Background: an optimization exercise with open tools, aiming at small area, a short achievable clock period and few clock cycles per item. Do not read the settings as production practice. Where RTL was checked, it was by simulation tests only, not by an equivalence proof against the original. Power and IR drop assume default switching activity.

==> lagoon: inputs <==
## psg_fir
module psg_fir (
    input  wire               clk,
    input  wire               rst,
    input  wire [15:0]        step,
    input  wire               wr_en,
    input  wire [3:0]         wr_addr,
    input  wire [7:0]         wr_data,
    input  wire               pull,
    output reg                ready,
    output reg                sample_valid,
    output reg  signed [15:0] sample
);
Settings: LEC_CHECK=0, CAP_MARGIN=20, CORE_MARGIN=2, CORE_UTILIZATION=60, SLEW_MARGIN=20; clock period 12.0 ns.
run.sh (not shown) runs the stock make flow with config.mk's settings and CLKGATE_MAP_FILE= SYNTH_SCRIPT=/design/flow/synth_recipe.tcl, a recipe that flattens the netlist after the stock synthesis.
==> quartz: changes against lagoon <==
--- a/flow/design.v
+++ b/flow/design.v
@@ -14,17 +14,17 @@
     reg [5:0]  noise_cnt;
     reg [16:0] lfsr;
     reg [15:0] env_cnt;
     reg        env_seg;
     reg [4:0]  env_lvl;
     wire [11:0] tone_per [0:2];
-    assign tone_per[0] = {regs[1][3:0], regs[0]};
-    assign tone_per[1] = {regs[3][3:0], regs[2]};
-    assign tone_per[2] = {regs[5][3:0], regs[4]};
+    assign tone_per[0] = ({regs[1][3:0], regs[0]} == 12'd0) ? 12'd1 : {regs[1][3:0], regs[0]};
+    assign tone_per[1] = ({regs[3][3:0], regs[2]} == 12'd0) ? 12'd1 : {regs[3][3:0], regs[2]};
+    assign tone_per[2] = ({regs[5][3:0], regs[4]} == 12'd0) ? 12'd1 : {regs[5][3:0], regs[4]};
     wire [4:0]  noise_per = (regs[6][4:0] == 5'd0) ? 5'd1 : regs[6][4:0];
-    wire [15:0] env_per   = {regs[12], regs[11]};
+    wire [15:0] env_per   = ({regs[12], regs[11]} == 16'd0) ? 16'd1 : {regs[12], regs[11]};
     wire [3:0]  env_shape = regs[13][3:0];
     function [1:0] seg_kind(input [3:0] shape, input seg);
         begin
             case (shape)
                 4'd8:    seg_kind = seg ? SD : SD;
                 4'd9:    seg_kind = seg ? HB : SD;
@@ -435,83 +435,88 @@
     output reg                sample_valid,
     output reg  signed [15:0] sample
 );
     localparam P   = 6;             
     localparam G   = 24 / P;        
     localparam LMW = 2;             
-    localparam CAP = 7;             
+    localparam CAP = 6;             
     localparam QW  = 3;             
     localparam VW  = 31;            
     localparam [8*P-1:0] CWS = {8'd8, 8'd11, 8'd15, 8'd16, 8'd11, 8'd8};
     localparam [8*P-1:0] VWS = {8'd23, 8'd26, 8'd30, 8'd31, 8'd31, 8'd31};
     localparam [P-1:0]   RFS = 6'b111000;
     integer i, j;
     reg        rst_q;
-    reg        wr_q;            
+    reg        wr_q;
     reg [3:0]  wa_q;
     reg [7:0]  wd_q;
     reg        pull_q;
     reg [15:0] step_q;
     reg [17:0] step3;
     wire in_wr   = wr_en & ready & ~rst;
     wire in_pull = pull & ready & ~rst;
-    wire apply;                 
     always @(posedge clk) begin
         rst_q  <= rst;
-        if (in_wr) begin
-            wa_q <= wr_addr;
-            wd_q <= wr_data;
-        end
-        wr_q   <= ~rst & (in_wr | (wr_q & ~apply));
+        wa_q   <= wr_addr;
+        wd_q   <= wr_data;
+        wr_q   <= in_wr;
         pull_q <= in_pull;
         step_q <= step;
         step3  <= {2'b00, step_q} + {1'b0, step_q, 1'b0};
     end
     reg [LMW:0] clr_cnt;
     wire        clr = (clr_cnt != 0);
+    function [3:0] pc4(input [3:0] v);
+        pc4 = {3'd0, v[0]} + {3'd0, v[1]} + {3'd0, v[2]} + {3'd0, v[3]};
+    endfunction
     reg [15:0] ph;
     reg        gh, gv, bv;
     reg [7:0]  gm, bm;
+    reg [3:0]  gm_pc, bm_pc;        
     wire [16:0] s1 = {1'b0, ph} + {1'b0, step_q};
     wire [17:0] s2 = {2'b00, ph} + {1'b0, step_q, 1'b0};
     wire [17:0] s3 = {2'b00, ph} + step3;
     wire [18:0] s4 = {3'b000, ph} + {1'b0, step_q, 2'b00};
     wire [3:0]  kq = {s4[18:16] != {1'b0, s3[17:16]},
                       s3[17:16] != s2[17:16],
                       s2[17:16] != {1'b0, s1[16]},
                       s1[16]};
     reg  [7:0] cur;
+    reg  [3:0] cur_pc;
     reg        act, pend;
     reg  [2:0] occ;           
-    wire       start = (pull_q | pend) & bv & ~wr_q & ~act;
-    assign     apply = wr_q & ~act;
+    wire       start = (pull_q | pend) & bv & ~wr_q;
     wire [7:0] wm    = start ? bm : cur;
+    wire [3:0] wpc   = start ? bm_pc : cur_pc;
     wire       slot  = start | act;
     wire       room  = (occ < CAP);
     wire       do_slot = slot & room;
-    wire       tick  = do_slot & (wm != 8'd0);
+    wire       tick  = do_slot & (wpc != 4'd0);
     wire [7:0] wrest = wm & (wm - 8'd1);
-    wire       last  = (wrest == 8'd0);
+    wire       last  = (wpc <= 4'd1);
     reg  [2:0] tpos;
     always @(*) begin
         tpos = 3'd0;
         for (i = 7; i >= 0; i = i - 1)
             if (wm[i]) tpos = i[2:0];
     end
     wire       consume = start;
-    wire       act_n = do_slot ? ~last : (start | act);
-    wire       wrq_n = in_wr | (wr_q & ~apply);
-    wire       unst_n = in_pull | ((pull_q | pend) & ~start);
-    wire       bv_n  = clr ? bv : ((gv & (~bv | consume)) | (bv & ~consume));
-    wire       start_n = unst_n & bv_n & ~wrq_n & ~act_n;
-    wire       ok_next = (~unst_n | start_n) & (~wrq_n | ~act_n);
+    wire       nm_keep = bv & ~consume;
+    wire [3:0] nm_pc = nm_keep ? bm_pc : gm_pc;
+    wire       nm_v  = nm_keep | gv;
+    wire [1:0] rem  = slot ? ((wpc <= 4'd1) ? 2'd1 : (wpc == 4'd2) ? 2'd2 : 2'd3)
+                           : ((pull_q | pend) ? 2'd3 : 2'd0);
+    wire ok_now  = (rem == 2'd0) | ((rem == 2'd1) & (occ < CAP)) |
+                   ((rem == 2'd2) & (occ <= CAP - 2));
+    wire ok_pull = ((rem == 2'd0) & (occ < CAP) | (rem == 2'd1) & (occ < CAP - 1)) &
+                   nm_v & (nm_pc <= 4'd1);
     wire [35:0] amp;
     psg_core u_core (
         .clk     (clk),
         .rst     (rst_q),
-        .wr_en   (apply),
+        .wr_en   (wr_q),
         .wr_addr (wa_q),
         .wr_data (wd_q),
         .tick    (tick),
         .amp     (amp)
     );
     reg        va, ka, la;
@@ -552,43 +557,47 @@
     reg signed [14:0] d1;
     reg [13:0]    l1, l2;
     always @(posedge clk) begin
         if (rst)
             ready <= 1'b0;
         else
-            ready <= ~rst_q & (clr_cnt <= 1) & ok_next;
+            ready <= ~rst_q & (clr_cnt <= 1) & ~(in_pull & in_wr) &
+                     (in_pull ? ok_pull : ok_now);
         if (rst_q) begin
             clr_cnt <= G;
             ph <= 16'd0; gh <= 1'b0; gv <= 1'b0; bv <= 1'b0;
-            cur <= 8'd0; act <= 1'b0; pend <= 1'b0; occ <= 3'd0;
+            cur <= 8'd0; cur_pc <= 4'd0; act <= 1'b0; pend <= 1'b0; occ <= 3'd0;
             va <= 1'b0; vb <= 1'b0;
             lev_p <= 14'd0;
             wp <= 0; rp <= 0; qn <= 0;
             lm <= 0; grp <= 0; pend_end <= 1'b0; lev_e <= 14'd0;
             pv1 <= 1'b0; ev1 <= 1'b0; pv2 <= 1'b0; ev2 <= 1'b0;
         end else begin
             if (clr) clr_cnt <= clr_cnt - 1'b1;
             if (!clr) begin
                 if (!gv) begin
                     if (!gh) gm[3:0] <= kq; else gm[7:4] <= kq;
+                    gm_pc <= (gh ? gm_pc : 4'd0) + pc4(kq);
                     ph <= s4[15:0];
                     gh <= ~gh;
                     if (gh) gv <= 1'b1;
                 end
                 if (gv && (!bv || consume)) begin
-                    bm <= gm; bv <= 1'b1; gv <= 1'b0;
+                    bm <= gm; bm_pc <= gm_pc; bv <= 1'b1; gv <= 1'b0;
                 end else if (consume) begin
                     bv <= 1'b0;
                 end
             end
             pend <= (pull_q | pend) & ~start;
             if (do_slot) begin
                 cur    <= wrest;
+                cur_pc <= (wpc == 4'd0) ? 4'd0 : wpc - 4'd1;
                 act    <= ~last;
             end else if (start) begin
                 cur    <= bm;
+                cur_pc <= bm_pc;
                 act    <= 1'b1;
             end
             occ <= occ + do_slot - pop - drop;
             va <= do_slot; ka <= tick; la <= last; ta <= tpos;
             vb <= va; kb <= ka; lb <= la; tb <= ta; ab <= amp;
             if (vb & kb) lev_p <= mixc;
==> garnet: changes against lagoon <==
--- a/flow/design.v
+++ b/flow/design.v
@@ -88,51 +88,51 @@
             regs[wr_addr] <= wr_data;
         end
     end
     always @(posedge clk) begin
         if (rst) begin
             for (i = 0; i < 3; i = i + 1)
-                tone_cnt[i] <= 12'd0;
+                tone_cnt[i] <= 12'd1;
             tone_lvl <= 3'b000;
         end else if (tick) begin
             for (i = 0; i < 3; i = i + 1) begin
-                if ({1'b0, tone_cnt[i]} + 13'd1 >= {1'b0, tone_per[i]}) begin
-                    tone_cnt[i] <= 12'd0;
+                if (tone_cnt[i] >= tone_per[i]) begin
+                    tone_cnt[i] <= 12'd1;
                     tone_lvl[i] <= ~tone_lvl[i];
                 end else begin
                     tone_cnt[i] <= tone_cnt[i] + 12'd1;
                 end
             end
         end
     end
     always @(posedge clk) begin
         if (rst) begin
-            noise_cnt <= 6'd0;
+            noise_cnt <= 6'd1;
             lfsr      <= 17'd1;
         end else if (tick) begin
-            if ({1'b0, noise_cnt} + 7'd1 >= {1'b0, noise_per, 1'b0}) begin
-                noise_cnt <= 6'd0;
+            if (noise_cnt >= {noise_per, 1'b0}) begin
+                noise_cnt <= 6'd1;
                 lfsr      <= {lfsr[0] ^ lfsr[3], lfsr[16:1]};
             end else begin
                 noise_cnt <= noise_cnt + 6'd1;
             end
         end
     end
     wire [1:0] cur_kind = seg_kind(env_shape, env_seg);
     always @(posedge clk) begin
         if (rst) begin
-            env_cnt <= 16'd0;
+            env_cnt <= 16'd1;
             env_seg <= 1'b0;
             env_lvl <= 5'd31;
         end else if (wr_en && wr_addr == 4'd13) begin
-            env_cnt <= 16'd0;
+            env_cnt <= 16'd1;
             env_seg <= 1'b0;
             env_lvl <= reseed(seg_kind(wr_data[3:0], 1'b0));
         end else if (tick) begin
-            if ({1'b0, env_cnt} + 17'd1 >= {1'b0, env_per}) begin
-                env_cnt <= 16'd0;
+            if (env_cnt >= env_per) begin
+                env_cnt <= 16'd1;
                 case (cur_kind)
                     SU: if (env_lvl == 5'd31) begin
                             env_seg <= ~env_seg;
                             env_lvl <= reseed(seg_kind(env_shape, ~env_seg));
                         end else begin
                             env_lvl <= env_lvl + 5'd1;
@@ -448,35 +448,33 @@
     reg        rst_q;
     reg        wr_q;            
     reg [3:0]  wa_q;
     reg [7:0]  wd_q;
     reg        pull_q;
     reg [15:0] step_q;
-    reg [17:0] step3;
     wire in_wr   = wr_en & ready & ~rst;
     wire in_pull = pull & ready & ~rst;
     wire apply;                 
     always @(posedge clk) begin
         rst_q  <= rst;
         if (in_wr) begin
             wa_q <= wr_addr;
             wd_q <= wr_data;
         end
         wr_q   <= ~rst & (in_wr | (wr_q & ~apply));
         pull_q <= in_pull;
         step_q <= step;
-        step3  <= {2'b00, step_q} + {1'b0, step_q, 1'b0};
     end
     reg [LMW:0] clr_cnt;
     wire        clr = (clr_cnt != 0);
     reg [15:0] ph;
     reg        gh, gv, bv;
     reg [7:0]  gm, bm;
     wire [16:0] s1 = {1'b0, ph} + {1'b0, step_q};
     wire [17:0] s2 = {2'b00, ph} + {1'b0, step_q, 1'b0};
-    wire [17:0] s3 = {2'b00, ph} + step3;
+    wire [17:0] s3 = {2'b00, ph} + {2'b00, step_q} + {1'b0, step_q, 1'b0};
     wire [18:0] s4 = {3'b000, ph} + {1'b0, step_q, 2'b00};
     wire [3:0]  kq = {s4[18:16] != {1'b0, s3[17:16]},
                       s3[17:16] != s2[17:16],
                       s2[17:16] != {1'b0, s1[16]},
                       s1[16]};
     reg  [7:0] cur;
@@ -542,32 +540,40 @@
     reg signed [14:0] dg;
     reg [2:0]     tg;
     reg [13:0]    lev_e;
     wire        e_dv  = q_dv[rp];
     wire        e_end = q_end[rp];
     wire [13:0] e_mix = q_mix[rp];
-    wire        do_end = (grp == 0) & pend_end & (lm == 0);
-    wire        pop   = (qn != 0) & (((grp <= 1) & ~pend_end) | do_end);
+    reg         qne, grp0, grp1, lm0;     
+    wire        do_end = grp0 & pend_end & lm0;
+    wire        pop   = qne & ((grp1 & ~pend_end) | do_end);
+    wire [QW:0]   qn_0  = qn - pop;
+    wire [QW:0]   qn_n  = push ? qn_0 + 1'b1 : qn_0;
+    wire          qne_n = push | (pop ? (qn >= 2) : (qn >= 1));
+    wire [2:0]    occ_0 = occ + do_slot - pop - vb;
+    wire [LMW:0]  grp_n = (pop & e_dv) ? G : (grp0 ? 0 : grp - 1'b1);
+    wire [LMW-1:0] lm_n = (do_end || lm == G - 1) ? 0 : lm + 1'b1;
     wire signed [14:0] dnew = $signed({1'b0, e_mix}) - $signed({1'b0, lev_e});
-    reg           pv1, ev1, pv2, ev2;
-    reg signed [14:0] d1;
+    reg           ev1, ev2;
+    reg signed [14:0] d1a, d1b, d1c;
     reg [13:0]    l1, l2;
     always @(posedge clk) begin
         if (rst)
             ready <= 1'b0;
         else
             ready <= ~rst_q & (clr_cnt <= 1) & ok_next;
         if (rst_q) begin
             clr_cnt <= G;
             ph <= 16'd0; gh <= 1'b0; gv <= 1'b0; bv <= 1'b0;
             cur <= 8'd0; act <= 1'b0; pend <= 1'b0; occ <= 3'd0;
             va <= 1'b0; vb <= 1'b0;
             lev_p <= 14'd0;
-            wp <= 0; rp <= 0; qn <= 0;
+            wp <= 0; rp <= 0; qn <= 0; qne <= 1'b0;
             lm <= 0; grp <= 0; pend_end <= 1'b0; lev_e <= 14'd0;
-            pv1 <= 1'b0; ev1 <= 1'b0; pv2 <= 1'b0; ev2 <= 1'b0;
+            grp0 <= 1'b1; grp1 <= 1'b1; lm0 <= 1'b1;
+            ev1 <= 1'b0; ev2 <= 1'b0;
         end else begin
             if (clr) clr_cnt <= clr_cnt - 1'b1;
             if (!clr) begin
                 if (!gv) begin
                     if (!gh) gm[3:0] <= kq; else gm[7:4] <= kq;
                     ph <= s4[15:0];
@@ -585,38 +591,42 @@
                 cur    <= wrest;
                 act    <= ~last;
             end else if (start) begin
                 cur    <= bm;
                 act    <= 1'b1;
             end
-            occ <= occ + do_slot - pop - drop;
+            occ <= push ? occ_0 + 1'b1 : occ_0;
             va <= do_slot; ka <= tick; la <= last; ta <= tpos;
             vb <= va; kb <= ka; lb <= la; tb <= ta; ab <= amp;
             if (vb & kb) lev_p <= mixc;
             if (vb) begin       
-                q_mix[wp] <= mixc; q_t[wp] <= tb; q_dv[wp] <= chg; q_end[wp] <= lb;
+                q_mix[wp] <= kb ? mixc : lev_p;    
+                q_t[wp] <= tb; q_dv[wp] <= chg; q_end[wp] <= lb;
             end
             if (push) wp <= (wp == CAP - 1) ? 0 : wp + 1'b1;
             if (pop) rp <= (rp == CAP - 1) ? 0 : rp + 1'b1;
-            qn <= qn + push - pop;
-            if (grp != 0) grp <= grp - 1'b1;
+            qn  <= qn_n;
+            qne <= qne_n;
+            grp  <= grp_n;
+            grp0 <= (grp_n == 0);
+            grp1 <= (grp_n <= 1);
             if (do_end) pend_end <= 1'b0;
             if (pop) begin
-                if (e_dv) begin
-                    grp   <= G;
-                    dg    <= dnew;
-                    tg    <= q_t[rp];
-                    lev_e <= e_mix;
-                end
+                dg       <= dnew;
+                tg       <= q_t[rp];
+                lev_e    <= e_mix;
                 pend_end <= e_end;
             end
-            lm <= (do_end || lm == G - 1) ? 0 : lm + 1'b1;
-            pv1 <= (grp != 0); ev1 <= do_end;
-            d1  <= dg;
+            lm  <= lm_n;
+            lm0 <= (lm_n == 0);
+            ev1 <= do_end;
+            d1a <= dg;
+            d1b <= grp0 ? 15'sd0 : dg;
+            d1c <= grp0 ? -15'sd1 : dg;
             l1  <= lev_e;
-            pv2 <= pv1; ev2 <= ev1; l2 <= l1;
+            ev2 <= ev1; l2 <= l1;
         end
     end
     function [31:0] booth_k(input integer nd);    
         integer q;
         reg [31:0] s;
         begin
@@ -643,12 +653,13 @@
             if (k == 3) fir_rom3 u_rom (.lm(lm), .t(tg), .c(c));
             if (k == 4) fir_rom4 u_rom (.lm(lm), .t(tg), .c(c));
             if (k == 5) fir_rom5 u_rom (.lm(lm), .t(tg), .c(c));
             assign head[k] = s[G-1];
             reg  [VWK-1:0] r [0:8];
             reg  [15:0]    m;
+            wire signed [14:0] d1 = (k < 2) ? d1a : (k < 4) ? d1b : d1c;
             reg            one, two, neg;
             always @(*) begin
                 for (j = 0; j < 9; j = j + 1)
                     r[j] = {VWK{1'b0}};
                 r[ND] = KC[VWK-1:0];
                 for (j = 0; j < ND; j = j + 1) begin
@@ -721,20 +732,15 @@
                 wire [VWK-1:0] y1 = ((hu & b15) | (hu & b3) | (b15 & b3)) << 1;
                 assign down = y0 + y1;
             end else begin : pass
                 assign down = head[k+1];
             end
             always @(posedge clk) begin
-                c1 <= c;
-                if (pv1) begin
-                    p_s <= ps;
-                    p_c <= pc;
-                end else begin
-                    p_s <= {VWK{1'b0}};
-                    p_c <= {VWK{1'b0}};
-                end
+                c1  <= grp0 ? {3*ND{1'b0}} : c;    
+                p_s <= ps;
+                p_c <= pc;
                 for (i = 1; i < G; i = i + 1)
                     s[i] <= s[i-1];
                 if (clr)
                     s[0] <= 0;
                 else if (ev2)
                     s[0] <= down;
==> summary of the runs <==
Register-to-register slack: quartz is better than lagoon (300 ps).
Maximum frequency, lowest first: lagoon, quartz, garnet.
Final area, lowest first: garnet, lagoon, quartz.
Of quartz and garnet, quartz has the higher die area (gap about 2.7%, measured against garnet).
Sequential share of layout area, highest first: garnet, lagoon, quartz.
The highest area after synthesis belongs to quartz, the lowest to garnet.
==> figures <==
Cell count after placement: garnet 10200; lagoon 10900; quartz 11000
Result of the run: garnet complete, no violations; lagoon complete, no violations; quartz complete, no violations
DRT Wirelength: garnet 224 mm; lagoon 237 mm; quartz 239 mm
FF+latch count: garnet 1668; lagoon 1652; quartz 1645
Non-clock inverters: garnet 600; lagoon 575; quartz 590
Cell Area, Placed: garnet 0.0905 mm^2; lagoon 0.0927 mm^2; quartz 0.0928 mm^2
Synthesized instance count: garnet 8650; lagoon 9235; quartz 9358
Fraction of area in registers: garnet 0.387; lagoon 0.373; quartz 0.368
Maximum number of pins on one net before global-route repair: garnet 72; lagoon 130; quartz 129
Final period demand of the worst path: garnet 4120 ps; lagoon 4940 ps; quartz 4650 ps
Number of library cell types mapped by synthesis: garnet 92; lagoon 85; quartz 103
Clock share of power: garnet 0.194; lagoon 0.166; quartz 0.171
Sequential fraction of the synthesis area: garnet 0.421; lagoon 0.404; quartz 0.399
Testbench counts of quartz, summed over its fixed seeds: cycles 17,152, items 2,400.
Testbench counts of garnet, summed over its fixed seeds: cycles 16,884, items 2,400.
For lagoon, only the layout was checked, not whether the RTL still works.

what the ideal ports hide:
In the flow no input, the clock included, has a driving cell. The finished layouts below were timed again as built, in two steps. Step 1 (the two cells are an assumption about what drives the block):
set clk [get_ports {clk}]
set_driving_cell -lib_cell sky130_fd_sc_hd__clkbuf_16 $clk
set_driving_cell -lib_cell sky130_fd_sc_hd__buf_2 [delete_from_list [all_inputs] $clk]
Step 2 adds t to the input delays and takes it off the output delays; t is the mean of the earliest and latest rising clock arrival at the registers after step 1. Input paths then give back, and output paths get back, about the clock's delay inside the block. Three values: ideal, step 1, step 2; two values: the first two.
run	shift t [ns]	setup WS [ns]	worst setup path at the end	clock arrival spread, ns	slew at the worst register clock pin (ns)
lagoon	0.887	7.056 / 7.056 / 7.056	register to register	0.036 / 0.036	0.07 / 0.07
quartz	0.877	7.354 / 7.354 / 7.354	register to register	0.036 / 0.036	0.07 / 0.07
garnet	0.879	7.878 / 7.789 / 7.623	input to register	0.047 / 0.047	0.08 / 0.08
After both steps every run listed still meets setup and hold. For garnet, which loses most, drivers alone change the setup slack by -0.089 ns; drivers and shift together by -0.255 ns.
